This is an optimization exercise on Yosys and OpenROAD, whose aim is small area, a short achievable clock period and few clock cycles, not a production implementation. In this exercise RTL edits were held to simulation tests only and were not proved equivalent to the original. Power figures rest on the tool's default switching activity, not on a simulated workload.

$ cat flow/flow/run.sh
#!/bin/bash
# The standard layout (standard.sh), except that the input and output
# port buffers are plain buffers (buf_2) instead of the default delay-buffer
# cell, so the resizer can size them like the other buffers. Every port still
# gets its own buffer. make's full output goes to make.log here; ORFS keeps
# each step's own log under orfs/logs.
set -euo pipefail
bash standard.sh "BUFFER_PORTS_ARGS=-buffer_cell sky130_fd_sc_hd__buf_2" finish > make.log 2>&1
$ cat flow/standard.sh
#!/bin/bash
# synth_recipe.tcl (not shown) runs the flow's synth.tcl, then flattens the netlist and writes it again
# the make line also repeats each setting of config.mk as NAME=value (left out here)
make -C /OpenROAD-flow-scripts/flow DESIGN_CONFIG=/design/flow/config.mk WORK_HOME=/design/flow/orfs CLKGATE_MAP_FILE= SYNTH_SCRIPT=/design/flow/synth_recipe.tcl "${@:-finish}"
$ cat flow/config.mk
export PLATFORM = sky130hd
export DESIGN_NAME = nibbler_enc
export DESIGN_NICKNAME = nibbler_enc
export VERILOG_FILES = /design/flow/design.v
export SDC_FILE = /design/flow/constraint.sdc
export NUM_CORES = 4
export LEC_CHECK = 0
export CAP_MARGIN = 20
export CORE_MARGIN = 2
export CORE_UTILIZATION = 40
export SETUP_SLACK_MARGIN = 2.5
export SLEW_MARGIN = 20
$ cat flow/constraint.sdc
create_clock -name core_clock -period 5.0 [get_ports {clk}]
set_input_delay 1.0000 -clock core_clock [delete_from_list [all_inputs] [get_ports {clk}]]
set_output_delay 1.0000 -clock core_clock [all_outputs]
set_load 0.01 [all_outputs]
$ cat flow/design.v
module nibbler_enc (
    input  wire        clk,
    input  wire        rst,         
    input  wire        start,
    input  wire [13:0] len,         
    output wire [12:0] in_addr,
    input  wire [7:0]  in_data,
    output reg         out_we,
    output reg  [13:0] out_addr,
    output reg  [7:0]  out_data,
    output wire        busy,
    output reg         done,
    output wire [13:0] written      
);
    reg        busy_r;     
    reg        s_lit;      
    reg        s_run;      
    reg        s_end;      
    reg        act;        
    reg [1:0]  kc;         
    reg        rq;         
    reg        rqk;        
    reg [13:0] ra;         
    reg [13:0] lim;        
    reg        zl;         
    reg        rok;        
    reg [2:0]  q;          
    reg [7:0]  r0, r1, r2;
    reg        e01, e12, e23;    
    reg        mv0;              
    reg        rsa;              
    reg        lead_ok;          
    reg        run_ok;           
    reg [13:0] c;          
    reg [1:0]  lph;        
    reg        fm1;        
    reg        f63;        
    reg [1:0]  lm;         
    reg        lead;       
    reg [1:0]  mark;
    reg [13:0] wp;         
    reg [13:0] ocur0;      
    reg        slot_v;
    reg [13:0] slot_pos;
    reg [3:0]  slot_hi;
    reg        pv;         
    reg [13:0] paddr;
    reg [7:0]  pdata;
    reg        eph;        
    assign busy    = busy_r;
    assign in_addr = ra[12:0];
    assign written = wp;
    wire [3:0] n0 = (lm == 2'd0) ? {1'b0, c[2:0]} :
                    (lm == 2'd1) ? {2'b10, c[5:4]} : {3'b110, c[12]};
    wire [3:0] n1 = (lm == 2'd1) ? c[3:0] : c[11:8];
    wire [3:0] n2 = c[7:4];
    wire [3:0] n3 = c[3:0];
    wire [1:0] nb = (lm == 2'd2) ? 2'd2 : (lm == 2'd1) ? 2'd1 : {1'b0, ~slot_v};
    wire ce         = ~rok & (q == 3'd5);             
    wire in_lit     = act & s_lit;
    wire in_run     = act & s_run;
    wire first_cyc  = lead & kc[1];                   
    wire lit_pre_ld = in_lit & ~lph[1];               
    wire lit_first  = in_lit & lph[1] & ~lph[0];      
    wire lead_hit   = lit_first & lead & lead_ok;
    wire lit_steady = in_lit & lph[1] & lph[0];
    wire lit_endc   = lit_steady & ce;
    wire lit_endr   = lit_steady & ~ce & rsa;
    wire lit_go     = lit_steady & ~ce & ~rsa;
    wire rs1        = lit_go & fm1 & (lm == 2'd0) & slot_v;
    wire rs2        = lit_go & f63 & lm[0];
    wire restart    = rs1 | rs2;
    wire litw       = (lit_first & ~lead_hit) | lit_go;
    wire run_go     = in_run & run_ok;
    wire run_end    = in_run & ~run_ok;
    wire fe         = lit_endc | lit_endr | run_end;   
    wire [13:0] wp1 = wp + 14'd1;
    wire [13:0] wp2 = {wp[13:1] + 13'd1, wp[0]};
    wire [13:0] op1 = ocur0 + 14'd1;
    wire [13:0] op2 = {ocur0[13:1] + 13'd1, ocur0[0]};
    wire [13:0] fo  = s_run ? wp : ocur0;
    wire [13:0] fo1 = s_run ? wp1 : op1;
    reg         w1v, w2v;
    reg  [13:0] w1a, w2a;
    reg  [7:0]  w1d, w2d;
    reg         ns_v;
    reg  [13:0] ns_pos;
    reg  [3:0]  ns_hi;
    always @* begin
        w1v = 1'b0; w2v = 1'b0;
        w1a = fo;   w2a = fo1;
        w1d = {n0, n1}; w2d = {n2, n3};
        ns_v = 1'b0; ns_pos = fo; ns_hi = n0;
        if (slot_v) begin
            w1v = 1'b1;
            w1a = slot_pos;
            w1d = {slot_hi, n0};
            if (lm == 2'd1) begin
                ns_v = 1'b1; ns_pos = fo; ns_hi = n1;
            end else if (lm == 2'd2) begin
                w2v = 1'b1; w2a = fo; w2d = {n1, n2};
                ns_v = 1'b1; ns_pos = fo1; ns_hi = n3;
            end
        end else begin
            if (lm == 2'd0) begin
                ns_v = 1'b1; ns_pos = fo; ns_hi = n0;
            end else begin
                w1v = 1'b1;
                w2v = (lm == 2'd2);
            end
        end
    end
    wire [13:0] bodylen = wp - 14'd2;
    wire in_eq = (in_data == r0);
    wire in_mv = (in_data == 8'h00) | (in_data == 8'hFF);
    wire rok_n = (ra < lim);
    always @(posedge clk) begin
        out_we   <= 1'b0;
        out_addr <= wp;
        out_data <= r2;
        done     <= 1'b0;
        rq       <= 1'b0;
        paddr    <= pv ? w1a : w2a;
        pdata    <= pv ? w1d : w2d;
        r0  <= in_data;
        r1  <= r0;
        r2  <= r1;
        e01 <= in_eq;
        e12 <= e01;
        e23 <= e12;
        mv0 <= in_mv;
        rsa     <= rok_n & in_eq & in_mv & e01 & e12;
        lead_ok <= rok_n & in_eq & in_mv & e01;
        run_ok  <= rok_n & in_eq;
        act <= (s_lit | s_run) & ~kc[1] & ~restart & ~lit_endc;
        kc  <= {kc[0], 1'b0};
        rok <= rok_n;
        ra  <= ra + 14'd1;
        if (act) begin
            q   <= rok ? 3'd0 : q + 3'd1;
            c   <= c + 14'd1;
            fm1 <= (c == 14'h3FFE);
            f63 <= (c == 14'd62);
            if (s_lit && lph != 2'd3) lph <= lph + 2'd1;
        end
        if (litw) begin
            out_we   <= 1'b1;
            wp       <= wp1;
        end else if (fe) begin
            if (pv) begin
                out_we   <= 1'b1;
                out_addr <= paddr;
                out_data <= pdata;
                pv       <= w1v;
            end else begin
                out_we   <= w1v;
                out_addr <= w1a;
                out_data <= w1d;
                pv       <= w2v;
            end
        end else if (pv) begin
            out_we   <= 1'b1;
            out_addr <= paddr;
            out_data <= pdata;
            pv       <= 1'b0;
        end
        if (fe) begin
            slot_v   <= ns_v;
            slot_pos <= ns_pos;
            slot_hi  <= ns_hi;
        end
        if (lit_pre_ld)
            wp <= nb[1] ? op2 : nb[0] ? op1 : ocur0;
        if (lit_first)
            lead <= 1'b0;
        if (first_cyc) begin
            lim <= (lim[13:1] == 13'd0) ? 14'd0 : lim - 14'd2;
            q   <= (lim == 14'd1) ? 3'd2 : (lim == 14'd2) ? 3'd1 : 3'd0;
            if (zl) begin
                s_lit <= 1'b0;
                s_end <= 1'b1;
            end
        end
        if (lead_hit) begin
            s_lit <= 1'b0;
            s_run <= 1'b1;
            c     <= 14'h3FFB;           
            fm1   <= 1'b0;
            f63   <= 1'b0;
            lm    <= 2'd0;
            mark  <= {1'b0, r0[0]};
            wp    <= ocur0;
        end
        if (lit_go & fm1 & (lm == 2'd0))
            lm <= 2'd1;
        if (restart) begin
            kc  <= 2'b11;
            rq  <= 1'b1;
            rqk <= rs1;
            if (rs2) lm <= 2'd2;
        end
        if (rq) begin
            ra  <= ra - (rqk ? 14'd13 : 14'd77);
            c   <= 14'h3FF5;             
            lph <= 2'd0;
            fm1 <= 1'b0;
            f63 <= 1'b0;
        end
        if (lit_endr) begin
            s_lit <= 1'b0;
            s_run <= 1'b1;
            c     <= 14'h3FFB;           
            fm1   <= 1'b0;
            f63   <= 1'b0;
            lm    <= 2'd0;
        end
        if (lit_endc) begin
            s_lit <= 1'b0;
            s_end <= 1'b1;
        end
        if (run_go) begin
            if (fm1) lm <= 2'd1;
            if (f63) lm <= 2'd2;
        end
        if (run_end) begin
            s_run <= 1'b0;
            s_lit <= 1'b1;
            c     <= 14'h3FF6;           
            lph   <= 2'd1;
            fm1   <= 1'b0;
            f63   <= 1'b0;
            lm    <= 2'd0;
            ocur0 <= nb[1] ? wp2 : nb[0] ? wp1 : wp;
        end
        if (s_end && !pv) begin
            if (slot_v) begin
                out_we   <= 1'b1;
                out_addr <= slot_pos;
                out_data <= {slot_hi, 4'd0};
                slot_v   <= 1'b0;
            end else if (!eph) begin
                out_we   <= 1'b1;
                out_addr <= 14'd0;
                out_data <= {mark, bodylen[13:8]};
                eph      <= 1'b1;
            end else begin
                out_we   <= 1'b1;
                out_addr <= 14'd1;
                out_data <= bodylen[7:0];
                done     <= 1'b1;
                s_end    <= 1'b0;
                busy_r   <= 1'b0;
            end
        end
        if (!busy && start) begin
            mark   <= 2'b10;
            slot_v <= 1'b0;
            pv     <= 1'b0;
            eph    <= 1'b0;
            ocur0  <= 14'd2;
            wp     <= 14'd2;
            ra     <= 14'd0;
            kc     <= 2'b10;
            c      <= 14'h3FF5;          
            lph    <= 2'd0;
            fm1    <= 1'b0;
            f63    <= 1'b0;
            lm     <= 2'd0;
            lead   <= 1'b1;
            lim    <= len;
            zl     <= (len == 14'd0);
            s_lit  <= 1'b1;
            busy_r <= 1'b1;
        end
        if (rst) begin
            s_lit  <= 1'b0;
            s_run  <= 1'b0;
            s_end  <= 1'b0;
            busy_r <= 1'b0;
            act    <= 1'b0;
            rq     <= 1'b0;
            out_we <= 1'b0;
            done   <= 1'b0;
        end
    end
endmodule
==> metrics.md, run 1 <==
| Metric | Value |
|---|---|
| First-pass GRT wire length | `51,250 um` |
| Worst Hold Class | `flip-flop to flip-flop` |
| FILL cells | `2,676` |
| Overall power | `3.460 mW` |
| Top cell type by total area after synthesis | `dfxtp_1` |
| PD cells | `289.4 mW/mm^2` |
| Number of detailed-route iterations in the first pass | `7` |
| Setup slack after layout | `2.540 ns` |
| Syn Inst Count | `1,292` |
| CP required | `4.00 ns` |
| Die area | `0.02822 mm^2` |
| FMAX | `0.4065 GHz` |
| Post-synth top area share | `28.29%` |
| Gp weighted congestion | `0.9046` |
| Initial drt markers | `892` |
| CP Capture Type | `output port` |
| RSZ-0062 raised after global routing | `yes` |
| Share of post-route cells with drive strength above 1 | `13.41%` |
| WP buf/inv | `1` |
| CP Max Fanout | `13` |
| Final setup fails | `0` |
| Hold-fix buffers, CTS | `0` |
| Total core area | `0.02665 mm^2` |
| Setup CP Type | `flip-flop to output port` |
| Synth warn | `1` |
| Area Overhead vs Synth | `11.15%` |
| DR DRC count | `0` |
| Status | `complete, no violations` |
| Synth Cell Area | `0.01076 mm^2` |
| RR Endpoint | `wp[13]` |
| CTS Buf Count | `17` |
| Final wirelength | `32,600 um` |
| Worst Hold Depth | `0` |
| Worst setup SP type | `flip-flop` |
| Post-route clock period utilization | `49.20%` |
| Internal power | `2.510 mW` |
| Vias in the first global route | `9,124` |
| Post-synth EDFFs | `37` |
| Clock Pin Slew Worst Setup and Hold Paths | `0.07 ns` |
| Die Wd | `168.0 um` |
| Yosys reg bits | `189` |
| R2r setup slk | `2.59 ns` |
| # clock sinks | `189` |
| Post-Route Skew | `0.01928 ns` |
| NetSw | `0.9502 mW` |
| ANT cells | `0` |
| GRT Overall Usage | `22.96%` |
| H-tree Lvls | `4` |
| Worst-case reg-to-reg path depth | `7` |
| Syn avg cell area | `8.326 um^2` |
| Synth top area cells | `dfxtp_1 (28%), edfxtp_1 (10%), nand2_1 (5.0%)` |
| CP arrival | `1.46 ns` |
| CP delay by family, top | `flip-flops` |
| Layout Nets | `1,363` |
| Dpl hpwl | `22,620 um` |
| Syn Nets | `1,356` |
| Worst Max-Slew Pin Slew | `0.6977 ns` |
| Max transition margin | `53.49%` |
| Hold_ws | `0.3287 ns` |
| Clock root cell | `clkbuf_16` |
| Pre-CTS setup slack | `1.710 ns` |
| Footprint of the multi-input gates | `0.006063 mm^2` |
| Pin count of the biggest net entering global routing | `57` |
| Async SR Flop Fraction | `0%` |
| Worst hold endpoint | `r2[3]` |
| Seq/Total Area, Yosys | `38.61%` |
| Tmin final | `2.460 ns` |
| CP max stage delay | `0.77 ns` |
| Vias per cell | `5.938` |
| Grt ovf | `0` |
| Sequential cell area | `0.004169 mm^2` |
| Clk buf depth | `2` |
| Chain of cells forming the critical path | `buf_2` |
| Row cnt | `60` |
| Reg2reg start | `lm[1]` |
| I/O pin total | `77` |
| TritonCTS clock tree | `done` |
| Hold Vio Cnt, Final | `0` |
| Starting density of the core | `40.37%` |
| Initial antenna violation count | `0` |
| Sw frac | `27.46%` |
| Sequential Power Share | `49.1%` |
| Max Cap Viol | `0` |
| WL/cell | `19.72 um` |
| Clock network fraction of total power | `41.6%` |
| Yosys cell types | `74` |
| Port bufs | `76` |
| Worst skew pair latency | `0.45 ns` |
| Leak | `4.669 nW` |
| Detail Route Antenna Nets | `0` |
| Vias | `9,815` |
| Worst hold start | `r1[3]` |
| Worst path slowest cell | `dfxtp_1` |
| Slew Viols, Final | `0` |
| Commonest register cell after synthesis | `dfxtp_1` |
| Levels on crit path | `1` |
| Comb pwr share | `9.3%` |
| Total negative setup slack | `0 ns` |
| VDD IR-drop max | `220.7 uV` |
| Die Ht | `168.0 um` |
## kinds of logic (layout without fill, tap and decap cells)
logic type / after synthesis / after routing / share of synthesized area [%]
flops: 189 / 189 / 38.61
xor+xnor: 94 / 94 / 7.653
simple gates: 446 / 446 / 20.05
compound gates: 349 / 349 / 20.53
mux: 28 / 28 / 2.722
fa+ha+maj: 39 / 39 / 4.606
buf+inv: 147 / 167 / 5.827
## power by group through the flow
| stage | sequential (mW) | clock, mW | combinational (mW) |
|---|---|---|---|
| detailed placement | 1.73 | 0 | 0.317 |
| global placement | 1.73 | 0 | 0.314 |
| CTS | 1.70 | 1.45 | 0.320 |
| global route | 1.71 | 1.51 | 0.358 |
| floorplan | 1.70 | 0 | 0.236 |
| finish | 1.70 | 1.44 | 0.321 |
## layout make-up
class                   instances  share of cell area, %
clock buffers                  20                  3.913
clock inverters                12                  1.214
inverters                      38                  1.235
multi-input cells             956                  50.71
flip-flops and latches        189                  34.86
well taps                     341                  3.568
repair buffers                 97                  4.499
## worst max path at each step
| stage | start | endpoint | slack, ns |
|---|---|---|---|
| CTS | wp[12] | written[12] | 2.50 |
| global placement | act | out_addr[3] | 1.89 |
| detailed placement | act | out_addr[2] | 1.71 |
| floorplan | start | lim[0] | 2.67 |
| finish | wp[9] | written[9] | 2.54 |
| global route | s_run | out_addr[0] | 2.37 |
## flip-flops by register name, summed over array words and instances (netlist names), 8 cells and up
register / cells
r0: 8
pdata: 8
paddr: 14
slot_pos: 14
wp: 14
ra: 14
r1: 8
lim: 14
ocur0: 14
out_data: 8
c: 14
r2: 8
out_addr: 14
## synthesized netlist by cell type, types with 5 or more instances
library cell  count
nand2_1         144
nor2b_1          13
o21ai_0          86
buf_2            15
mux2i_1          18
nor4_1           10
nand2b_1         17
edfxtp_1         37
xnor2_1          59
and3b_1           5
inv_1            35
nand4_1          22
a221oi_1          7
a31oi_1          23
ha_1             38
nand3_1          35
dfxtp_1         152
and4_1            8
o22ai_1           9
a211oi_1         11
a21oi_1          99
a21o_1            9
clkbuf_1         70
buf_1             7
and2_1           13
o31ai_1           6
or3_1             9
xor2_1           35
and3_1           14
a2bb2oi_1         5
o221ai_1          6
mux2_2           10
a22oi_1          23
buf_4            14
nor2_1          107
a221o_1           5
o211ai_1         22
nor3_1           28
## per-stage QoR
stage | util, % | instances | area [um^2]
detailed placement | 42.02 | 1615 | 11200
finish | 44.87 | 1653 | 11960
floorplan | - | 1292 | 10760
CTS | 44.54 | 1648 | 11870
global route | 44.87 | 1653 | 11960
global placement | 42.02 | 1615 | 11200
## worst reg2reg max path: cells and delay by family, from the launching register on
kind | cells | cell delay, ns
DFF | 1 | 0.34
and+or+nand+nor | 3 | 1.31
buffers and inverters | 1 | 0.16
adders and majority gates | 1 | 0.26
AOI/OAI and AO/OA | 2 | 0.28
## cells in the final DEF (no fill, tap or decap), types with 8 or more instances in the layout
cell	netlist	layout
a211oi_1	11	11
a21o_1	9	9
a21oi_1	99	99
a22oi_1	23	23
a31oi_1	23	23
and2_1	13	12
and3_1	14	14
and4_1	8	8
buf_2	15	76
buf_4	14	21
clkbuf_16	0	18
dfxtp_1	152	140
dfxtp_2	0	12
edfxtp_1	37	37
ha_1	38	36
inv_1	35	34
mux2_2	10	10
mux2i_1	18	18
nand2_1	144	141
nand2b_1	17	16
nand3_1	35	34
nand4_1	22	22
nor2_1	107	105
nor2b_1	13	12
nor3_1	28	28
nor4_1	10	9
o211ai_1	22	22
o21ai_0	86	85
o22ai_1	9	9
or3_1	9	9
xnor2_1	59	59
xor2_1	35	35
## what timing repair did
action | 4_1_cts | 5_1_grt
pin swaps | 1 | 2
setup buffers | 1 | 5
gates resized for setup | 19 | 15
endpoints found under the setup margin | 105 | 51
## metal layers
| layer | global-route usage (%) | share of wire [%] | up-vias |
|---|---|---|---|
| met2 | 38.75 | 47 | 379 |
| met4 | 7.713 | 2.6 | 0 |
| met3 | 3.291 | 5.7 | 59 |
| li1 | - | - | 4661 |
| met1 | 30.21 | 44 | 4716 |
| met5 | 0 | 0 | - |
Testbench counts, summed over its fixed seeds: cycles 457,115.
==> run 2, diff against run 1 <==
--- a/flow/config.mk
+++ b/flow/config.mk
@@ -6,4 +6,5 @@
 export NUM_CORES = 4
 export LEC_CHECK = 0
+export ABC_AREA = 1
 export CAP_MARGIN = 20
 export CORE_MARGIN = 2
==> metrics.md, run 2 <==
| Metric | Value |
|---|---|
| Status | `complete, no violations` |
| Top post-synthesis cells by count | `nand2_1 (393), inv_1 (179), o21ai_0 (172)` |
| Max transition margin | `53.69%` |
| Final wirelength | `36,760 um` |
| Most frequent cells in the layout | `nand2_1 (391), inv_1 (176), o21ai_0 (169)` |
| Synth top area cells | `dfxtp_1 (27%), nand2_1 (13%), edfxtp_1 (9.7%)` |
| Area Overhead vs Synth | `11.92%` |
| Die area | `0.02990 mm^2` |
| CP Max Fanout | `11` |
| Gp weighted congestion | `0.9658` |
| Placed cell count | `2,013` |
| RR Endpoint | `pdata[4]` |
| Vias | `11.42k` |
| Port bufs | `76` |
| Post-route clock period utilization | `48.45%` |
| Synth Cell Area | `0.01141 mm^2` |
| I/O pin total | `77` |
| Post-synth EDFFs | `37` |
| Syn Nets | `1,699` |
| CP Capture Type | `output port` |
| Post-Route Skew | `0.01848 ns` |
| Worst Hold Depth | `0` |
| Tmin final | `2.422 ns` |
| # clock sinks | `189` |
| Vias per cell | `5.555` |
| Pin count of the biggest net entering global routing | `52` |
| Chain of cells forming the critical path | `buf_2` |
| Die Wd | `172.9 um` |
| Number of detailed-route iterations in the first pass | `7` |
| Worst skew pair latency | `0.46 ns` |
| TritonCTS clock tree | `done` |
| Yosys reg bits | `189` |
| Clock root cell | `clkbuf_16` |
| Top cell type by total area after synthesis | `dfxtp_1` |
| Setup crit start | `wp[3]` |
| Worst Max-Slew Pin Slew | `0.6930 ns` |
| Layout Nets | `1,729` |
| Setup CP Type | `flip-flop to output port` |
| H-tree Lvls | `4` |
| Total negative setup slack | `0 ns` |
| CP arrival | `1.42 ns` |
| Most common cell in the netlist | `nand2_1` |
| Worst-case reg-to-reg path depth | `9` |
| WL/cell | `17.88 um` |
| Footprint of the multi-input gates | `0.006175 mm^2` |
| Post-synth top area share | `26.66%` |
| Row cnt | `61` |
| CP max stage delay | `0.71 ns` |
| Worst hold endpoint | `r2[1]` |
| Initial antenna violation count | `0` |
| Clk buf depth | `2` |
| Leak | `5.531 nW` |
| First-pass GRT wire length | `58,450 um` |
| Slew Viols, Final | `0` |
| Share of post-route cells with drive strength above 1 | `10.91%` |
| GRT Overall Usage | `24.51%` |
| Dpl hpwl | `26,100 um` |
| DR DRC count | `0` |
| FILL cells | `2,898` |
| Worst Hold Class | `flip-flop to flip-flop` |
| Non-filler cells, final | `2,056` |
| Detail Route Antenna Nets | `0` |
| Reg2reg start | `lm[0]` |
| Total core area | `0.02793 mm^2` |
| Synth warn | `1` |
| Commonest register cell after synthesis | `dfxtp_1` |
| Initial drt markers | `1,252` |
| Leading cell type in the layout, fill and taps excluded | `nand2_1` |
| CP required | `4.00 ns` |
| Clock Pin Slew Worst Setup and Hold Paths | `0.09 ns` |
| Sequential cell area | `0.004159 mm^2` |
| WP buf/inv | `1` |
| Hold-fix buffers, CTS | `0` |
| FMAX | `0.4128 GHz` |
| Worst path slowest cell | `dfxtp_1` |
| CTS Buf Count | `17` |
| Die Ht | `172.9 um` |
| Seq/Total Area, Yosys | `36.39%` |
| Syn avg cell area | `6.981 um^2` |
| Vias in the first global route | `10.76k` |
| Starting density of the core | `40.86%` |
| Syn Inst Count | `1,635` |
| Final setup fails | `0` |
| Max Cap Viol | `0` |
| Yosys cell types | `54` |
| Grt ovf | `0` |
| Worst hold start | `r1[1]` |
| ANT cells | `0` |
| CP delay by family, top | `flip-flops` |
| Worst setup SP type | `flip-flop` |
| Async SR Flop Fraction | `0%` |
| Hold Vio Cnt, Final | `0` |
| R2r setup slk | `2.62 ns` |
| VDD IR-drop max | `239.9 uV` |
| RSZ-0062 raised after global routing | `no` |
| PD cells | `273.0 mW/mm^2` |
run 2: worst max path at each step:
stage	to	slack (ns)	cells past startpoint
global route	wp[7]	2.51	9
finish	written[3]	2.58	1
floorplan	lim[10]	2.72	4
detailed placement	pdata[7]	1.88	9
global placement	pdata[7]	1.81	9
CTS	paddr[12]	2.51	10
run 2: area by class of cell:
class                           count  share of cell area, %
Multi-Input combinational cell   1168                  48.33
Timing Repair inverter              1                0.05877
Inverter                          191                  5.857
Tap cell                          378                  3.702
Timing Repair Buffer               97                  4.564
Clock inverter                     15                  1.596
Sequential cell                   189                  32.56
Clock buffer                       17                  3.330
run 2: repair_timing:
action                     4_1_cts  5_1_grt
cloned                           1        0
setup buffers                    3        7
setup endpoints to repair       81       85
pin swaps                        1        1
resized for setup               10       22
run 2: logic make-up (layout without fill, tap and decap cells):
family	Yosys count	count (layout)	share of synthesized area, %
XOR/XNOR	41	41	3.146
multiplexers	1	1	0.08769
buffers and inverters	278	321	10.03
adder cells (fa/ha/maj)	39	39	4.341
flip-flops	189	189	36.39
AND/OR/NAND/NOR	654	654	24.01
AO/OA/AOI/OAI	433	433	22.00
run 2: layer usage:
layer	part of all wire [%]	wire, um	GRT usage, %	vias up
met5	0	0	0	-
li1	-	-	-	5550
met4	4.2	1536	11.86	0
met2	47	17410	41.17	459
met1	43	15650	31.44	5315
met3	5.9	2153	2.682	98
run 2: through the flow:
| stage | setup slack [ns] | hold slack (ns) | util, % | power, mW | instance area [um^2] |
|---|---|---|---|---|---|
| finish | 2.578 | 0.3318 | 45.73 | 3.487 | 12770 |
| global route | 2.507 | 0.3305 | 45.73 | 3.631 | 12770 |
| CTS | 2.508 | 0.3275 | 45.23 | 3.497 | 12630 |
| detailed placement | 1.879 | 0.3143 | 42.70 | 2.059 | 11930 |
| global placement | 1.812 | 0.3110 | 42.70 | 2.055 | 11930 |
| floorplan | 2.720 | 0.3096 | - | 1.944 | 11410 |
run 2: power by group:
part	switching (mW)	total (mW)	internal (mW)
Combinational	0.218	0.344	0.126
Sequential	0.0650	1.69	1.62
Clock	0.759	1.45	0.695
==> run 3, diff against run 2 <==
--- a/flow/config.mk
+++ b/flow/config.mk
@@ -6,8 +6,7 @@
 export NUM_CORES = 4
 export LEC_CHECK = 0
-export ABC_AREA = 1
 export CAP_MARGIN = 20
 export CORE_MARGIN = 2
 export CORE_UTILIZATION = 40
-export SETUP_SLACK_MARGIN = 2.5
+export SETUP_SLACK_MARGIN = 3.1
 export SLEW_MARGIN = 20
==> metrics.md, run 3 <==
| Metric | Value |
|---|---|
| Status | `complete, no violations` |
| Layout Nets | `1,491` |
| Vias per cell | `5.911` |
| Most frequent cells in the layout | `nand2_1 (139), buf_4 (116), nor2_1 (93)` |
| Syn Inst Count | `1,292` |
| Number of detailed-route iterations in the first pass | `5` |
| Final setup fails | `0` |
| # clock sinks | `189` |
| Hold Vio Cnt, Final | `0` |
| I/O pin total | `77` |
| Synth top area cells | `dfxtp_1 (28%), edfxtp_1 (10%), nand2_1 (5.0%)` |
| Max Cap Viol | `0` |
| Clk buf depth | `2` |
| Final wirelength | `36,640 um` |
| Post-synth top area share | `28.29%` |
| Syn avg cell area | `8.326 um^2` |
| DR DRC count | `0` |
| WP buf/inv | `2` |
| Die Ht | `168.0 um` |
| Post-Route Skew | `0.01776 ns` |
| Async SR Flop Fraction | `0%` |
| Max transition margin | `56.10%` |
| Seq/Total Area, Yosys | `38.61%` |
| Most common cell in the netlist | `dfxtp_1` |
| Tmin final | `2.080 ns` |
| Pin count of the biggest net entering global routing | `48` |
| TritonCTS clock tree | `done` |
| Yosys reg bits | `189` |
| Post-route cell area | `0.01433 mm^2` |
| Gp weighted congestion | `0.8580` |
| Leading cell type in the layout, fill and taps excluded | `nand2_1` |
| Chain of cells forming the critical path | `buf_12 > buf_6` |
| Port bufs | `76` |
| CP required | `4.00 ns` |
| Setup CP Type | `flip-flop to output port` |
| GRT Overall Usage | `24.96%` |
| Grt ovf | `0` |
| Clock root cell | `clkbuf_16` |
| FMAX | `0.4808 GHz` |
| CP arrival | `1.08 ns` |
| WL/cell | `20.57 um` |
| ANT cells | `0` |
| CP Max Fanout | `5` |
| Initial drt markers | `983` |
| Slew Viols, Final | `0` |
| Commonest register cell after synthesis | `dfxtp_1` |
| Die Wd | `168.0 um` |
| Worst skew pair latency | `0.45 ns` |
| Worst Max-Slew Pin Slew | `0.6585 ns` |
| Vias in the first global route | `9,850` |
| CP delay by family, top | `flip-flops` |
| Row cnt | `60` |
| Worst setup SP type | `flip-flop` |
| Synth Cell Area | `0.01076 mm^2` |
| Total core area | `0.02665 mm^2` |
| Vias | `10.53k` |
| Leak | `5.522 nW` |
| CP max stage delay | `0.39 ns` |
| H-tree Lvls | `4` |
| Yosys cell types | `74` |
| Dpl hpwl | `22,530 um` |
| Share of post-route cells with drive strength above 1 | `33.75%` |
| Post-route clock period utilization | `41.59%` |
| Overall power | `3.521 mW` |
| CP Capture Type | `output port` |
| Hold-fix buffers, CTS | `0` |
| Placed instance area | `0.01126 mm^2` |
| Post-synth EDFFs | `37` |
| Worst Hold Class | `flip-flop to flip-flop` |
| Worst path slowest cell | `dfxtp_4` |
| Synth warn | `1` |
| RSZ-0062 raised after global routing | `yes` |
| Clock Pin Slew Worst Setup and Hold Paths | `0.08 ns` |
| Top post-synthesis cells by count | `dfxtp_1 (152), nand2_1 (144), nor2_1 (107)` |
| Syn Nets | `1,356` |
| Die area | `0.02822 mm^2` |
| Area Overhead vs Synth | `33.18%` |
| First-pass GRT wire length | `55,190 um` |
| Initial antenna violation count | `0` |
| Detail Route Antenna Nets | `0` |
| VDD IR-drop max | `202.0 uV` |
| Starting density of the core | `40.37%` |
| Top cell type by total area after synthesis | `dfxtp_1` |
| R2r setup slk | `2.98 ns` |
| CTS Buf Count | `17` |
| PD cells | `245.8 mW/mm^2` |
| Total negative setup slack | `0 ns` |
==> run 3: where the power goes <==
group / internal, mW / switching [mW] / total (mW) / leakage (nW)
registers: 1.62 / 0.0690 / 1.69 / 1.64
clock network: 0.668 / 0.701 / 1.37 / 0.284
logic: 0.223 / 0.244 / 0.467 / 3.60
==> run 3: per-layer routing <==
metal / GRT usage (%) / share of wire, %
met1: 32.59 / 42
met2: 40.84 / 47
met3: 4.208 / 6.8
met4: 10.70 / 3.8
met5: 0 / 0
==> run 3: kinds of logic (layout without fill, tap and decap cells) <==
logic type	count (synthesis)	after routing	synth area share [%]
AOI/OAI and AO/OA	349	350	20.53
muxes	28	28	2.722
adders and majority gates	39	39	4.606
xor gates and xnor gates	94	94	7.653
and+or+nand+nor	446	448	20.05
DFF	189	189	38.61
buffers and inverters	147	292	5.827
==> run 3: final timing paths <==
kind                            start           to  cells after the start
worst max-delay path            wp[1]   written[1]                      2
worst min-delay path            r1[0]        r2[0]                      0
worst max register to register  wp[1]  out_data[7]                      9
worst min register to register  r1[0]        r2[0]                      0
==> run 3: layout make-up <==
type | instances | area [um^2]
Fill cell | 2381 | 12320
Multi-Input combinational cell | 959 | 6828
Sequential cell | 189 | 4310
Timing Repair Buffer | 221 | 1979
Clock buffer | 18 | 429.2
Tap cell | 341 | 426.7
Inverter | 38 | 202.7
Clock inverter | 14 | 142.6
Timing Repair inverter | 1 | 8.758
==> run 3: metrics by stage <==
step / util (%) / setup WS, ns / instances / hold WS (ns)
2_1_floorplan: - / 3.055 / 1292 / 0.3096
3_3_place_gp: 42.26 / 1.773 / 1611 / 0.3123
3_5_place_dp: 42.26 / 1.630 / 1611 / 0.3121
4_1_cts: 50.25 / 2.989 / 1737 / 0.3285
5_1_grt: 53.76 / 2.911 / 1781 / 0.3311
6_report: 53.76 / 2.920 / 1781 / 0.3269
==> run 3: what timing repair did <==
item,4_1_cts,5_1_grt
endpoints found under the setup margin,207,164
buffers inserted,92,41
pin swaps,38,65
cloned,2,3
gates resized for setup,229,151
==> run 4, diff against run 3 <==
--- a/flow/config.mk
+++ b/flow/config.mk
@@ -9,4 +9,4 @@
 export CORE_MARGIN = 2
 export CORE_UTILIZATION = 40
-export SETUP_SLACK_MARGIN = 3.1
+export SETUP_SLACK_MARGIN = 3.0
 export SLEW_MARGIN = 20
==> metrics.md, run 4 <==
| Metric | Value |
|---|---|
| Die Wd | `168.0 um` |
| Detail Route Antenna Nets | `0` |
| RSZ-0062 raised after global routing | `yes` |
| Yosys reg bits | `189` |
| DR DRC count | `0` |
| Placed cell count | `1,617` |
| Total negative setup slack | `0 ns` |
| Yosys cell types | `74` |
| H-tree Lvls | `4` |
| Leak | `5.258 nW` |
| Worst Max-Slew Pin Slew | `0.6684 ns` |
| Grt ovf | `0` |
| Internal power | `2.498 mW` |
| Hold Vio Cnt, Final | `0` |
| Footprint of the multi-input gates | `0.006480 mm^2` |
| CP Max Fanout | `6` |
| CP required | `4.00 ns` |
| Total core area | `0.02665 mm^2` |
| Vias in the first global route | `9,552` |
| CP Capture Type | `output port` |
| Worst Hold Class | `flip-flop to flip-flop` |
| Clk buf depth | `2` |
| Final wirelength | `35,170 um` |
| Comb pwr share | `11.6%` |
| Post-synth top area share | `28.29%` |
| Initial drt markers | `1,180` |
| Worst skew pair latency | `0.44 ns` |
| Setup CP Type | `flip-flop to output port` |
| Post-synth EDFFs | `37` |
| Clock Pin Slew Worst Setup and Hold Paths | `0.07 ns` |
| ANT cells | `0` |
| Number of detailed-route iterations in the first pass | `6` |
| Dpl hpwl | `22,590 um` |
| Vias | `10.29k` |
| Gp weighted congestion | `0.8979` |
| FILL cells | `2,468` |
| Synth top area cells | `dfxtp_1 (28%), edfxtp_1 (10%), nand2_1 (5.0%)` |
| FMAX | `0.4858 GHz` |
| Non-filler cells, final | `1,748` |
| Share of post-route cells with drive strength above 1 | `27.15%` |
| NetSw | `0.9776 mW` |
| Synth warn | `1` |
| Most frequent cells in the layout | `nand2_1 (140), dfxtp_1 (109), nor2_1 (98)` |
| Max transition margin | `55.38%` |
| Clock root cell | `clkbuf_16` |
| Syn Nets | `1,356` |
| Seq/Total Area, Yosys | `38.61%` |
| Port bufs | `76` |
| # clock sinks | `189` |
| Sequential cell area | `0.004258 mm^2` |
| Max Cap Viol | `0` |
| Die area | `0.02822 mm^2` |
| Slew Viols, Final | `0` |
| Sequential Power Share | `48.5%` |
| Setup slack after layout | `2.941 ns` |
| Clock network fraction of total power | `39.9%` |
| Synth Cell Area | `0.01076 mm^2` |
| Final setup fails | `0` |
| Overall power | `3.475 mW` |
| GRT Overall Usage | `24.22%` |
| Sw frac | `28.13%` |
| Top post-synthesis cells by count | `dfxtp_1 (152), nand2_1 (144), nor2_1 (107)` |
| Async SR Flop Fraction | `0%` |
| Vias per cell | `5.888` |
| Post-route clock period utilization | `41.17%` |
| Status | `complete, no violations` |
| PD cells | `260.8 mW/mm^2` |
| CTS Buf Count | `17` |
| Most common cell in the netlist | `dfxtp_1` |
| Commonest register cell after synthesis | `dfxtp_1` |
| WL/cell | `20.12 um` |
| Row cnt | `60` |
| First-pass GRT wire length | `53,960 um` |
| Post-Route Skew | `0.01294 ns` |
| Chain of cells forming the critical path | `buf_12 > buf_6` |
| Syn avg cell area | `8.326 um^2` |
| Starting density of the core | `40.37%` |
| Pre-CTS setup slack | `2.232 ns` |
| Tmin final | `2.059 ns` |
| Area Overhead vs Synth | `23.85%` |
| Worst path slowest cell | `dfxtp_4` |
| TritonCTS clock tree | `done` |
| Hold-fix buffers, CTS | `0` |
| Die Ht | `168.0 um` |
| Worst setup SP type | `flip-flop` |
| Layout Nets | `1,458` |
| Pin count of the biggest net entering global routing | `43` |
| Leading cell type in the layout, fill and taps excluded | `nand2_1` |
| Hold_ws | `0.3289 ns` |
| Initial antenna violation count | `0` |
| Top cell type by total area after synthesis | `dfxtp_1` |
| Syn Inst Count | `1,292` |
| VDD IR-drop max | `221.1 uV` |
| I/O pin total | `77` |
| CP max stage delay | `0.38 ns` |
| CP arrival | `1.06 ns` |
[run 4: cell types whose count changed in the layout (fill, tap and decap cells not counted), sizes merged, moves of 2 or more]
cell      before  now
buf          219  189
inv           45   37
clkinv         7   11
clkinvlp       1    3
[run 4: worst max-delay path: cells and delay by family, from the launching register on]
family                 cells  cell delay [ns]
DFF                        1             0.38
buffers and inverters      2             0.24
[run 4: cells by family after synthesis]
family	count (synthesis)	share of synthesized area (%)
AND/OR/NAND/NOR	446	20.05
multiplexers	28	2.722
flip-flops	189	38.61
AO/OA/AOI/OAI	349	20.53
XOR/XNOR	94	7.653
buffers and inverters	147	5.827
adder cells (fa/ha/maj)	39	4.606
[run 4: layout make-up]
cell class	count	share of cell area, %
inverter	38	1.352
multi-input combinational	957	48.63
tap	341	3.202
clock inverter	12	0.9391
clock buffer	20	3.512
timing repair buffer	190	10.34
timing repair inverter	1	0.06573
sequential	189	31.96
[run 4: final timing paths]
path | start | endpoint | slack, ns | depth (start not counted)
max | wp[1] | written[1] | 2.94 | 2
min | r1[0] | r2[0] | 0.33 | 0
max reg2reg | q[1] | out_data[6] | 2.98 | 9
min reg2reg | r1[0] | r2[0] | 0.33 | 0
[run 4: what timing repair did]
action	4_1_cts	5_1_grt
pin swaps	16	39
gates resized for setup	127	102
buffers inserted	61	35
cloned	2	1
setup endpoints to repair	164	90
[run 4: layer usage]
| metal | wire (um) | GRT usage, % |
|---|---|---|
| met4 | 945 | 8.280 |
| met5 | 0 | 0 |
| met2 | 17130 | 41.09 |
| met1 | 14740 | 30.82 |
| met3 | 2359 | 4.772 |
[run 4: power by group through the flow]
stage	Clock [mW]	Combinational (mW)	Sequential (mW)
after floorplan	0	0.239	1.70
after global placement	0	0.312	1.73
after detailed placement	0	0.317	1.73
after CTS	1.41	0.364	1.69
after global routing	1.47	0.441	1.69
final	1.39	0.404	1.69
[run 4: per-stage QoR]
| stage | instance area [um^2] | util, % |
|---|---|---|
| CTS | 12730 | 47.78 |
| detailed placement | 11240 | 42.18 |
| floorplan | 10800 | - |
| global route | 13320 | 50.00 |
| finish | 13320 | 50.00 |
| global placement | 11240 | 42.16 |
==> run 5, diff against run 4 <==
--- a/flow/config.mk
+++ b/flow/config.mk
@@ -9,4 +9,4 @@
 export CORE_MARGIN = 2
 export CORE_UTILIZATION = 40
-export SETUP_SLACK_MARGIN = 3.0
+export SETUP_SLACK_MARGIN = 2.8
 export SLEW_MARGIN = 20
==> metrics.md, run 5 <==
| Metric | Value |
|---|---|
| Most common cell in the netlist | `dfxtp_1` |
| Initial drt markers | `980` |
| Die area | `0.02822 mm^2` |
| NetSw | `0.9689 mW` |
| Clock root cell | `clkbuf_16` |
| TritonCTS clock tree | `done` |
| Leak | `4.824 nW` |
| Starting density of the core | `40.37%` |
| Top post-synthesis cells by count | `dfxtp_1 (152), nand2_1 (144), nor2_1 (107)` |
| Reg2reg start | `q[0]` |
| Layout Nets | `1,384` |
| WL/cell | `19.75 um` |
| Gp weighted congestion | `0.8976` |
| I/O pin total | `77` |
| Vias in the first global route | `9,184` |
| Pin count of the biggest net entering global routing | `57` |
| DR DRC count | `0` |
| Total core area | `0.02665 mm^2` |
| Most frequent cells in the layout | `nand2_1 (140), dfxtp_1 (133), nor2_1 (105)` |
| Chain of cells forming the critical path | `ha_1 > and3b_2 > o21ai_2 > a21oi_1 > buf_4 > a221o_1 > a21oi_1 > a31oi_1` |
| Detail Route Antenna Nets | `0` |
| PD cells | `277.9 mW/mm^2` |
| Hold-fix buffers, CTS | `0` |
| Syn avg cell area | `8.326 um^2` |
| Worst Hold Class | `flip-flop to flip-flop` |
| Post-route clock period utilization | `43.48%` |
| Total negative setup slack | `0 ns` |
| Simple-gate share of the synthesized area | `20.05%` |
| Top cell type by total area after synthesis | `dfxtp_1` |
| Leading cell type in the layout, fill and taps excluded | `nand2_1` |
| H-tree Lvls | `4` |
| Sequential Power Share | `49.6%` |
| CP delay by family, top | `compound AO/OA/AOI/OAI gates` |
| Commonest register cell after synthesis | `dfxtp_1` |
| Synth top area cells | `dfxtp_1 (28%), edfxtp_1 (10%), nand2_1 (5.0%)` |
| Syn Nets | `1,356` |
| Final setup fails | `0` |
| Worst path slowest cell | `edfxtp_1` |
| Multiplexer share of the synthesized area | `2.722%` |
| Async SR Flop Fraction | `0%` |
| Internal power | `2.455 mW` |
| Clk buf depth | `2` |
| CP Max Fanout | `16` |
| Synth Area in Compound Gates | `20.53%` |
| ANT cells | `0` |
| Initial antenna violation count | `0` |
| Worst Max-Slew Pin Slew | `0.6631 ns` |
| Clock network fraction of total power | `40.8%` |
| Status | `complete, no violations` |
| Worst setup SP type | `flip-flop` |
| Worst hold endpoint | `r2[3]` |
| Worst hold start | `r1[3]` |
| # clock sinks | `189` |
| Post-synth top area share | `28.29%` |
| Yosys reg bits | `189` |
| Number of detailed-route iterations in the first pass | `6` |
| R2r setup slk | `2.83 ns` |
| CTS Buf Count | `17` |
| Dpl hpwl | `22,770 um` |
| Synth warn | `1` |
| Largest family of logic cells by synthesized area | `compound AO/OA/AOI/OAI gates` |
| Synth Cell Area | `0.01076 mm^2` |
| Sw frac | `28.30%` |
| Post-synth EDFFs | `37` |
| Clock Pin Slew Worst Setup and Hold Paths | `0.09 ns` |
| Top cell by count, worst path | `a21oi_1` |
| Worst-case reg-to-reg path depth | `8` |
| Seq/Total Area, Yosys | `38.61%` |
| Comb pwr share | `9.6%` |
| Area Overhead vs Synth | `14.51%` |
| FMAX | `0.4600 GHz` |
| Max transition margin | `55.80%` |
| Hold_ws | `0.3314 ns` |
| Worst Hold Depth | `0` |
| Row cnt | `60` |
| GRT Overall Usage | `23.16%` |
| Synth Area in XOR/XNOR | `7.653%` |
| Tmin final | `2.174 ns` |
| CP max stage delay | `0.42 ns` |
| Die Wd | `168.0 um` |
| Setup CP Type | `flip-flop to flip-flop` |
| RR Endpoint | `out_data[4]` |
| CP required | `5.30 ns` |
| Share of post-route cells with drive strength above 1 | `17.33%` |
| VDD IR-drop max | `215.2 uV` |
| First-pass GRT wire length | `51,830 um` |
| WP buf/inv | `1` |
| Port bufs | `76` |
| CP Capture Type | `flip-flop` |
| Worst skew pair latency | `0.45 ns` |
| Final wirelength | `33,060 um` |
| Yosys cell types | `74` |
| Syn Inst Count | `1,292` |
| Grt ovf | `0` |
| Die Ht | `168.0 um` |
| CP arrival | `2.48 ns` |
| Vias per cell | `5.897` |
| Slew Viols, Final | `0` |
| Post-Route Skew | `0.01596 ns` |
| Synth Area in Adders | `4.606%` |
| Vias | `9,871` |
| Max Cap Viol | `0` |
| Hold Vio Cnt, Final | `0` |
| RSZ-0062 raised after global routing | `yes` |
run 5: routing by layer:
| layer | vias up | share of wire (%) | GRT usage (%) |
|---|---|---|---|
| met4 | 0 | 2.9 | 7.864 |
| met1 | 4689 | 43 | 31.26 |
| li1 | 4694 | - | - |
| met2 | 418 | 47 | 37.89 |
| met5 | - | 0 | 0 |
| met3 | 70 | 6.3 | 3.597 |
run 5: worst max-delay path by stage:
stage,start,end,slack (ns),cells past startpoint
after floorplan,start,lim[0],2.79,5
after global placement,lm[1],slot_pos[11],2.15,8
after detailed placement,act,out_addr[1],2.22,7
after CTS,wp[1],written[1],2.81,1
after global routing,q[1],out_addr[0],2.73,9
final,q[0],out_data[4],2.83,8
run 5: final cells by class:
cell class | count | area, um^2
timing repair buffer | 117 | 730.7
fill | 2598 | 14330
tap | 341 | 426.7
clock buffer | 18 | 450.4
clock inverter | 14 | 150.1
inverter | 38 | 153.9
sequential | 189 | 4203
multi-input combinational | 957 | 6205
run 5: kinds of logic after synthesis:
family,Yosys count
compound gates,349
xor+xnor,94
fa+ha+maj,39
buf+inv,147
flops,189
mux,28
simple gates,446
run 5: power groups by stage:
stage	combinational [mW]	sequential (mW)	clock [mW]
finish	0.330	1.70	1.40
global route	0.369	1.71	1.48
CTS	0.324	1.70	1.42
detailed placement	0.318	1.73	0
global placement	0.315	1.73	0
floorplan	0.237	1.70	0
run 5: metrics by stage:
stage	utilization [%]	worst slack, ns	instance area (um^2)	std cells	total power, mW
final	46.23	2.826	12320	1674	3.424
after CTS	45.25	2.806	12060	1659	3.440
after global routing	46.23	2.732	12320	1674	3.554
after detailed placement	42.11	2.218	11220	1617	2.052
after floorplan	-	2.795	10760	1292	1.937
after global placement	42.06	2.150	11210	1616	2.048
run 5: what timing repair did:
item	4_1_cts	5_1_grt
endpoints found under the setup margin	146	66
buffers inserted	10	14
gates resized for setup	56	38
gates cloned	0	1
pin swaps	4	6
==> run 6, diff against run 5 <==
--- a/flow/config.mk
+++ b/flow/config.mk
@@ -8,5 +8,5 @@
 export CAP_MARGIN = 20
 export CORE_MARGIN = 2
-export CORE_UTILIZATION = 40
+export CORE_UTILIZATION = 55
 export SETUP_SLACK_MARGIN = 2.8
 export SLEW_MARGIN = 20
==> metrics.md, run 6 <==
| Metric | Value |
|---|---|
| Synth warn | `1` |
| NetSw | `0.9748 mW` |
| Worst Hold Class | `flip-flop to flip-flop` |
| Setup CP Type | `flip-flop to flip-flop` |
| Commonest register cell after synthesis | `dfxtp_1` |
| Port bufs | `76` |
| Starting density of the core | `55.64%` |
| H-tree Lvls | `4` |
| Comb pwr share | `9.6%` |
| WL/cell | `19.98 um` |
| Chain of cells forming the critical path | `and3b_1 > nor2b_4 > buf_6 > nor3_2 > buf_4 > a221o_1 > a21oi_1 > a31oi_1` |
| WP buf/inv | `2` |
| VDD IR-drop max | `248.5 uV` |
| Syn Inst Count | `1,292` |
| Die Wd | `143.9 um` |
| CP delay by family, top | `simple AND/OR/NAND/NOR gates` |
| First-pass GRT wire length | `50,230 um` |
| Seq/Total Area, Yosys | `38.61%` |
| Yosys reg bits | `189` |
| Max Cap Viol | `0` |
| Total core area | `0.01933 mm^2` |
| CP arrival | `2.50 ns` |
| Post-Route Skew | `0.01409 ns` |
| Post-synth EDFFs | `37` |
| Post-route clock period utilization | `43.79%` |
| Leak | `4.759 nW` |
| Row cnt | `51` |
| Final wirelength | `31,770 um` |
| Syn avg cell area | `8.326 um^2` |
| CTS Buf Count | `17` |
| Initial drt markers | `826` |
| Synth Cell Area | `0.01076 mm^2` |
| Placed instance area | `0.01114 mm^2` |
| Vias per cell | `6.168` |
| Slew Viols, Final | `0` |
| FILL cells | `1,734` |
| Overall power | `3.431 mW` |
| Initial antenna violation count | `0` |
| I/O pin total | `77` |
| Gp weighted congestion | `0.8656` |
| Sequential Power Share | `49.4%` |
| Die Ht | `143.9 um` |
| TritonCTS clock tree | `done` |
| Hold_ws | `0.3290 ns` |
| Hold Vio Cnt, Final | `0` |
| Area Overhead vs Synth | `13.25%` |
| GRT Overall Usage | `31.31%` |
| Number of detailed-route iterations in the first pass | `6` |
| Post-route cell area | `0.01218 mm^2` |
| CP Capture Type | `flip-flop` |
| Most frequent cells in the layout | `nand2_1 (140), dfxtp_1 (134), nor2_1 (105)` |
| Tmin final | `2.190 ns` |
| Sw frac | `28.41%` |
| Dpl hpwl | `21,810 um` |
| Syn Nets | `1,356` |
| RSZ-0062 raised after global routing | `yes` |
| DR DRC count | `0` |
| Hold-fix buffers, CTS | `0` |
| PD cells | `281.7 mW/mm^2` |
| Pin count of the biggest net entering global routing | `58` |
| Share of post-route cells with drive strength above 1 | `17.21%` |
| Worst Max-Slew Pin Slew | `0.6257 ns` |
| Clock Pin Slew Worst Setup and Hold Paths | `0.08 ns` |
| Leading cell type in the layout, fill and taps excluded | `nand2_1` |
| Internal power | `2.457 mW` |
| Post-synth top area share | `28.29%` |
| Most common cell in the netlist | `dfxtp_1` |
| Grt ovf | `0` |
| Worst skew pair latency | `0.45 ns` |
| Max transition margin | `57.97%` |
| Async SR Flop Fraction | `0%` |
| CP max stage delay | `0.42 ns` |
| Layout Nets | `1,376` |
| Clk buf depth | `2` |
| Clock root cell | `clkbuf_16` |
| Worst setup SP type | `flip-flop` |
| FMAX | `0.4567 GHz` |
| Vias in the first global route | `9,224` |
| Worst path slowest cell | `dfxtp_1` |
| Detail Route Antenna Nets | `0` |
| CP Max Fanout | `12` |
| ANT cells | `0` |
| Total negative setup slack | `0 ns` |
| # clock sinks | `189` |
| Top cell type by total area after synthesis | `dfxtp_1` |
| Yosys cell types | `74` |
| Clock network fraction of total power | `41.0%` |
| Status | `complete, no violations` |
| Final setup fails | `0` |
| Top post-synthesis cells by count | `dfxtp_1 (152), nand2_1 (144), nor2_1 (107)` |
| Die area | `0.02069 mm^2` |
| Synth top area cells | `dfxtp_1 (28%), edfxtp_1 (10%), nand2_1 (5.0%)` |
| Vias | `9,807` |
| CP required | `5.31 ns` |
==> run 6: cells by family (layout without fill, tap and decap cells) <==
kind of cell	Yosys count	after routing	synth area share [%]
compound gates	349	349	20.53
xor+xnor	94	94	7.653
fa+ha+maj	39	39	4.606
buf+inv	147	180	5.827
flops	189	189	38.61
mux	28	28	2.722
simple gates	446	446	20.05
==> run 6: timing repair <==
action	in CTS	in global routing
gates resized for setup	54	44
pin swaps	5	5
setup buffers	7	8
setup endpoints to repair	135	82
==> run 6: final cells by class <==
type	instances	area [um^2]	share of cell area, %
clock buffers	18	439.2	3.605
clock inverters	14	182.7	1.499
inverters	38	153.9	1.263
multi-input cells	956	6207	50.95
flip-flops and latches	189	4199	34.47
well taps	265	331.6	2.722
repair buffers	110	669.4	5.495
==> run 6: worst paths after layout <==
check               from           to  slack, ns  depth (start not counted)
setup reg to reg  lph[0]  out_data[4]       2.81                          8
hold reg to reg    r1[5]        r2[5]       0.33                          0
setup / recovery  lph[0]  out_data[4]       2.81                          8
hold / removal     r1[5]        r2[5]       0.33                          0
==> run 6: worst register-to-register path, stage by stage (launching register included) <==
cell	delay [ns]
dfxtp_1	0.42
and3b_1	0.38
nor2b_4	0.24
buf_6	0.20
nor3_2	0.06
buf_4	0.21
a221o_1	0.36
a21oi_1	0.13
a31oi_1	0.07
==> run 6: stage by stage <==
stage	worst slack, ns	cells	util [%]
detailed placement	2.360	1543	57.59
global placement	2.429	1543	57.59
global route	2.719	1590	63.01
floorplan	2.795	1292	-
CTS	2.804	1582	61.85
finish	2.810	1590	63.01
==> run 6: power groups by stage <==
stage	Clock [mW]	Sequential [mW]	Combinational, mW
final	1.41	1.69	0.328
after global routing	1.48	1.70	0.368
after CTS	1.43	1.69	0.322
after detailed placement	0	1.73	0.316
after global placement	0	1.73	0.313
after floorplan	0	1.70	0.237
==> run 6: routing by layer <==
| layer | global-route usage, % | vias up | wire [um] |
|---|---|---|---|
| met1 | 40.92 | 4696 | 13530 |
| met4 | 12.59 | 0 | 998 |
| li1 | - | 4690 | - |
| met2 | 51.85 | 350 | 15370 |
| met5 | 0 | - | 0 |
| met3 | 4.932 | 71 | 1870 |
==> run 7, diff against run 6 <==
--- a/flow/config.mk
+++ b/flow/config.mk
@@ -8,5 +8,6 @@
 export CAP_MARGIN = 20
 export CORE_MARGIN = 2
-export CORE_UTILIZATION = 55
-export SETUP_SLACK_MARGIN = 2.8
+export CORE_UTILIZATION = 40
+export SETUP_SLACK_MARGIN = 2.9
 export SLEW_MARGIN = 20
+export TNS_END_PERCENT = 30
==> metrics.md, run 7 <==
| Metric | Value |
|---|---|
| Hold Vio Cnt, Final | `0` |
| Clock Pin Slew Worst Setup and Hold Paths | `0.08 ns` |
| Area Overhead vs Synth | `16.54%` |
| Initial drt markers | `966` |
| Worst path slowest cell | `dfxtp_1` |
| Worst hold endpoint | `r2[6]` |
| Reg2reg start | `ocur0[2]` |
| RSZ-0062 raised after global routing | `yes` |
| Post-synth top area share | `28.29%` |
| Vias per cell | `5.888` |
| CTS Buf Count | `17` |
| Worst-case reg-to-reg path depth | `7` |
| RR Endpoint | `slot_pos[9]` |
| CP max stage delay | `0.31 ns` |
| Port bufs | `76` |
| Syn Nets | `1,356` |
| Seq/Total Area, Yosys | `38.61%` |
| Worst hold start | `r1[6]` |
| R2r setup slk | `2.88 ns` |
| Dpl hpwl | `22,680 um` |
| Pin count of the biggest net entering global routing | `57` |
| PD cells | `274.1 mW/mm^2` |
| Share of post-route cells with drive strength above 1 | `19.17%` |
| CP Max Fanout | `15` |
| Leak | `4.912 nW` |
| Top post-synthesis cells by count | `dfxtp_1 (152), nand2_1 (144), nor2_1 (107)` |
| Total core area | `0.02665 mm^2` |
| Max Cap Viol | `0` |
| Syn Inst Count | `1,292` |
| CP arrival | `1.19 ns` |
| Commonest register cell after synthesis | `dfxtp_1` |
| Max transition margin | `58.30%` |
| Placed instance area | `0.01121 mm^2` |
| Final wirelength | `33,750 um` |
| Final setup fails | `0` |
| Layout Nets | `1,402` |
| Clock root cell | `clkbuf_16` |
| Die Wd | `168.0 um` |
| I/O pin total | `77` |
| Vias | `9,962` |
| Worst Max-Slew Pin Slew | `0.6246 ns` |
| Synth warn | `1` |
| Post-synth EDFFs | `37` |
| First-pass GRT wire length | `51,700 um` |
| FMAX | `0.4574 GHz` |
| Die area | `0.02822 mm^2` |
| Number of detailed-route iterations in the first pass | `5` |
| Tmin final | `2.186 ns` |
| Die Ht | `168.0 um` |
| Top cell type by total area after synthesis | `dfxtp_1` |
| Total negative setup slack | `0 ns` |
| Leading cell type in the layout, fill and taps excluded | `nand2_1` |
| H-tree Lvls | `4` |
| CP required | `4.00 ns` |
| Worst Hold Depth | `0` |
| Slew Viols, Final | `0` |
| Gp weighted congestion | `0.8740` |
| Post-route clock period utilization | `43.72%` |
| Chain of cells forming the critical path | `buf_4 > buf_2` |
| Clk buf depth | `2` |
| Detail Route Antenna Nets | `0` |
| Synth Cell Area | `0.01076 mm^2` |
| GRT Overall Usage | `23.31%` |
| VDD IR-drop max | `190.5 uV` |
| Post-route cell area | `0.01254 mm^2` |
| Worst setup SP type | `flip-flop` |
| Post-Route Skew | `0.01658 ns` |
| Syn avg cell area | `8.326 um^2` |
| WL/cell | `19.95 um` |
| Worst skew pair latency | `0.45 ns` |
| Status | `complete, no violations` |
| CP Capture Type | `output port` |
| Most frequent cells in the layout | `nand2_1 (139), dfxtp_1 (132), nor2_1 (104)` |
| Yosys reg bits | `189` |
| Yosys cell types | `74` |
| TritonCTS clock tree | `done` |
| Worst Hold Class | `flip-flop to flip-flop` |
| Most common cell in the netlist | `dfxtp_1` |
| Synth top area cells | `dfxtp_1 (28%), edfxtp_1 (10%), nand2_1 (5.0%)` |
| # clock sinks | `189` |
| DR DRC count | `0` |
| Grt ovf | `0` |
| Initial antenna violation count | `0` |
| Async SR Flop Fraction | `0%` |
| Vias in the first global route | `9,257` |
| ANT cells | `0` |
| Starting density of the core | `40.37%` |
| Row cnt | `60` |
| Setup CP Type | `flip-flop to output port` |
## run 7: how the worst max path moves through the flow
stage | startpoint | end | slack (ns) | depth (start not counted)
2_1_floorplan | start | zl | 2.87 | 5
3_3_place_gp | start | c[9] | 1.70 | 5
3_5_place_dp | start | wp[5] | 1.87 | 6
4_1_cts | lim[1] | lim[0] | 2.80 | 5
5_1_grt | wp[5] | written[5] | 2.78 | 2
6_report | wp[5] | written[5] | 2.81 | 2
## run 7: report_power, final
group	total, mW	switching [mW]	internal, mW
Clock	1.40	0.688	0.712
Combinational	0.339	0.195	0.144
Sequential	1.70	0.0792	1.62
Total	3.44	0.963	2.47
## run 7: cell families (layout without fill, tap and decap cells)
| logic type | count (synthesis) | count (layout) | synth area share (%) |
|---|---|---|---|
| adder cells (fa/ha/maj) | 39 | 39 | 4.606 |
| multiplexers | 28 | 28 | 2.722 |
| buffers and inverters | 147 | 206 | 5.827 |
| AND/OR/NAND/NOR | 446 | 446 | 20.05 |
| XOR/XNOR | 94 | 94 | 7.653 |
| AO/OA/AOI/OAI | 349 | 349 | 20.53 |
| flip-flops | 189 | 189 | 38.61 |
## run 7: cell type report
type,count,area (um^2)
sequential,189,4207
clock inverter,14,156.4
multi-input combinational,956,6254
timing repair buffer,135,883.3
tap,341,426.7
inverter,38,172.7
clock buffer,18,429.2
fill,2617,14110
timing repair inverter,1,8.758
## run 7: per-stage QoR
step	util [%]	hold WS, ns	setup slack [ns]	cells	power (mW)
2_1_floorplan	-	0.3096	2.871	1292	1.937
3_3_place_gp	42.03	0.3116	1.702	1615	2.045
3_5_place_dp	42.06	0.3121	1.874	1615	2.050
4_1_cts	45.58	0.3302	2.798	1664	3.439
5_1_grt	47.04	0.3369	2.776	1692	3.566
6_report	47.04	0.3304	2.814	1692	3.436
## run 7: critical path, delay by kind of cell, from the launching register on
kind                   cells  cell delay, ns
buffers and inverters      2            0.42
DFF                        1            0.31
## run 7: what timing repair did
item | in CTS | in global routing
buffers inserted | 17 | 27
pin swaps | 5 | 13
setup endpoints to repair | 168 | 100
gates cloned | 0 | 1
resized for setup | 70 | 48
hold buffers | 0 | 0
## run 7: layer usage
layer	up-vias	share of wire, %	routed length [um]	track usage, %
met5	-	0	0	0
met4	0	2.6	880	8.053
met3	57	6.6	2219	3.879
met2	423	47	16010	38.91
met1	4751	43	14640	30.61
li1	4731	-	-	-
==> run 8, diff against run 7 <==
--- a/flow/config.mk
+++ b/flow/config.mk
@@ -11,3 +11,2 @@
 export SETUP_SLACK_MARGIN = 2.9
 export SLEW_MARGIN = 20
-export TNS_END_PERCENT = 30
==> metrics.md, run 8 <==
| Metric | Value |
|---|---|
| Gp weighted congestion | `0.8775` |
| RSZ-0062 raised after global routing | `yes` |
| FMAX | `0.4784 GHz` |
| Worst path slowest cell | `dfxtp_4` |
| Layout Nets | `1,404` |
| H-tree Lvls | `4` |
| Row cnt | `60` |
| Slew Viols, Final | `0` |
| Pin count of the biggest net entering global routing | `57` |
| Pre-CTS setup slack | `2.201 ns` |
| Worst skew pair latency | `0.45 ns` |
| Total negative setup slack | `0 ns` |
| Clock network fraction of total power | `40.2%` |
| Yosys cell types | `74` |
| Initial antenna violation count | `0` |
| Syn Inst Count | `1,292` |
| Internal power | `2.456 mW` |
| Worst setup SP type | `flip-flop` |
| Largest family of logic cells by synthesized area | `compound AO/OA/AOI/OAI gates` |
| Max transition margin | `54.59%` |
| Starting density of the core | `40.37%` |
| FILL cells | `2,605` |
| Yosys reg bits | `189` |
| Clock Pin Slew Worst Setup and Hold Paths | `0.08 ns` |
| Post-synth EDFFs | `37` |
| Simple-gate share of the synthesized area | `20.05%` |
| Synth Area in Adders | `4.606%` |
| Synth Area in Compound Gates | `20.53%` |
| Dpl hpwl | `22,700 um` |
| Most frequent cells in the layout | `nand2_1 (139), dfxtp_1 (126), nor2_1 (102)` |
| Status | `complete, no violations` |
| CP Max Fanout | `12` |
| Leak | `4.912 nW` |
| Die Wd | `168.0 um` |
| Clock root cell | `clkbuf_16` |
| PD cells | `270.6 mW/mm^2` |
| Number of detailed-route iterations in the first pass | `8` |
| Vias | `9,992` |
| Total core area | `0.02665 mm^2` |
| ANT cells | `0` |
| Fin util | `47.40%` |
| CP arrival | `1.09 ns` |
| Leading cell type in the layout, fill and taps excluded | `nand2_1` |
| CP max stage delay | `0.48 ns` |
| First-pass GRT wire length | `52,840 um` |
| Setup CP Type | `flip-flop to output port` |
| Tmin final | `2.090 ns` |
| I/O pin total | `77` |
| CP required | `4.00 ns` |
| Port bufs | `76` |
| Syn Nets | `1,356` |
| Placed cell count | `1,614` |
| Grt ovf | `0` |
| Final setup fails | `0` |
| Synth top area cells | `dfxtp_1 (28%), edfxtp_1 (10%), nand2_1 (5.0%)` |
| Share of post-route cells with drive strength above 1 | `20.77%` |
| CTS Buf Count | `17` |
| Sequential Power Share | `49.4%` |
| Initial drt markers | `1,044` |
| Area Overhead vs Synth | `17.42%` |
| Post-route clock period utilization | `41.81%` |
| Non-filler cells, final | `1,694` |
| Final wirelength | `34,290 um` |
| Post-synth top area share | `28.29%` |
| TritonCTS clock tree | `done` |
| Top cell type by total area after synthesis | `dfxtp_1` |
| VDD IR-drop max | `216.5 uV` |
| WL/cell | `20.24 um` |
| Vias in the first global route | `9,384` |
| Seq/Total Area, Yosys | `38.61%` |
| Max Cap Viol | `0` |
| Die Ht | `168.0 um` |
| # clock sinks | `189` |
| Syn avg cell area | `8.326 um^2` |
| Synth warn | `1` |
| Detail Route Antenna Nets | `0` |
| Sw frac | `28.13%` |
| Die area | `0.02822 mm^2` |
| GRT Overall Usage | `23.74%` |
| Vias per cell | `5.898` |
| Synth Cell Area | `0.01076 mm^2` |
| NetSw | `0.9615 mW` |
| M1 GR Usage | `30.99%` |
| GRT Max-Usage Layer | `met2` |
| CP delay by family, top | `flip-flops` |
| Commonest register cell after synthesis | `dfxtp_1` |
| DR DRC count | `0` |
| Comb pwr share | `10.4%` |
| Worst Hold Class | `flip-flop to flip-flop` |
| Setup slack after layout | `2.910 ns` |
| Top post-synthesis cells by count | `dfxtp_1 (152), nand2_1 (144), nor2_1 (107)` |
| Hold Vio Cnt, Final | `0` |
| Worst Max-Slew Pin Slew | `0.6811 ns` |
| CP Capture Type | `output port` |
| GR Util met3 | `3.644%` |
| Clk buf depth | `2` |
| Post-Route Skew | `0.01545 ns` |
| Met2 Usage GRT | `38.81%` |
| Chain of cells forming the critical path | `buf_2` |
| Async SR Flop Fraction | `0%` |
| Multiplexer share of the synthesized area | `2.722%` |
| Synth Area in XOR/XNOR | `7.653%` |
| Most common cell in the netlist | `dfxtp_1` |
| WP buf/inv | `1` |
-- run 8: worst reg2reg max path: stages, from the launching register on --
cell and delay (ns):
dfxtp_2 0.42, inv_1 0.13, ha_4 0.26, o21ai_0 0.54, nand2b_1 0.17, mux2_2 0.31
-- run 8: layout make-up --
type	count	area, um^2	share of cell area (%)
Sequential cell	189	4227	33.46
Clock buffer	20	457.9	3.625
Multi-Input combinational cell	957	6331	50.12
Timing Repair Buffer	137	907.1	7.181
Tap cell	341	426.7	3.378
Clock inverter	12	121.4	0.9608
Inverter	38	161.4	1.278
-- run 8: timing repair --
item | 4_1_cts | 5_1_grt
cloned | 0 | 1
pin swaps | 8 | 9
buffers inserted | 31 | 16
gates resized for setup | 94 | 56
hold buffers | 0 | 0
endpoints found under the setup margin | 158 | 70
-- run 8: logic make-up after synthesis --
logic type | count (synthesis)
mux | 28
buf+inv | 147
fa+ha+maj | 39
simple gates | 446
flops | 189
compound gates | 349
xor+xnor | 94
-- run 8: power by group through the flow --
| stage | sequential (mW) | combinational [mW] | clock [mW] |
|---|---|---|---|
| 6_report | 1.69 | 0.355 | 1.37 |
| 3_3_place_gp | 1.73 | 0.313 | 0 |
| 2_1_floorplan | 1.70 | 0.237 | 0 |
| 3_5_place_dp | 1.74 | 0.316 | 0 |
| 5_1_grt | 1.70 | 0.396 | 1.44 |
| 4_1_cts | 1.69 | 0.340 | 1.39 |
-- run 8: final timing paths --
kind,from,end,slack [ns],depth (start not counted)
worst max-delay path,wp[8],written[8],2.91,1
worst min-delay path,r1[0],r2[0],0.33,0
worst max register to register,lm[0],slot_hi[0],2.92,5
worst min register to register,r1[0],r2[0],0.33,0
-- run 8: per-stage QoR --
| step | instance area, um^2 | hold slack, ns | power (mW) |
|---|---|---|---|
| detailed placement | 11190 | 0.3121 | 2.051 |
| global placement | 11190 | 0.3137 | 2.047 |
| floorplan | 10770 | 0.3096 | 1.937 |
| CTS | 12300 | 0.3304 | 3.417 |
| global route | 12630 | 0.3448 | 3.537 |
| finish | 12630 | 0.3306 | 3.418 |
-- run 8: metal layers --
| metal | up-vias | share of wire [%] |
|---|---|---|
| li1 | 4727 | - |
| met4 | 0 | 4.0 |
| met2 | 412 | 47 |
| met1 | 4763 | 43 |
| met3 | 90 | 6.8 |
| met5 | - | 0 |

[separate check: timing with driven ports]
No port has a modelled driver above. Below, the same layouts with a new extraction and two added sets of constraints.
Step 1 (the two cells are an assumption about what drives the block):
set clk [get_ports {clk}]
set_driving_cell -lib_cell sky130_fd_sc_hd__clkbuf_16 $clk
set_driving_cell -lib_cell sky130_fd_sc_hd__buf_2 [delete_from_list [all_inputs] $clk]
Step 2, shift: input delay + t, output delay - t, t = (earliest + latest rising clock arrival at the registers) / 2. This alone moves slack from input paths to output paths.
a / b / c = ideal ports / drivers / drivers and shift; a / b = the first two.
| run | t, ns | slack for setup (ns) | worst hold slack (ns) |
|---|---|---|---|
| run 1 | 0.494 | 2.540 / 2.491 / 2.442 | 0.329 / 0.329 / 0.329 |
| run 2 | 0.504 | 2.578 / 2.525 / 2.274 | 0.332 / 0.332 / 0.332 |
| run 3 | 0.499 | 2.920 / 2.867 / 2.731 | 0.327 / 0.327 / 0.327 |
| run 4 | 0.487 | 2.941 / 2.891 / 2.659 | 0.329 / 0.329 / 0.329 |
| run 5 | 0.489 | 2.826 / 2.782 / 2.529 | 0.331 / 0.331 / 0.331 |
| run 6 | 0.485 | 2.810 / 2.803 / 2.468 | 0.329 / 0.329 / 0.329 |
| run 7 | 0.494 | 2.814 / 2.764 / 2.565 | 0.330 / 0.330 / 0.330 |
| run 8 | 0.491 | 2.910 / 2.862 / 2.559 | 0.331 / 0.331 / 0.331 |
After both steps every run listed still meets setup and hold. For run 8, which loses most, drivers alone change the setup slack by -0.048 ns; drivers and shift together by -0.351 ns.
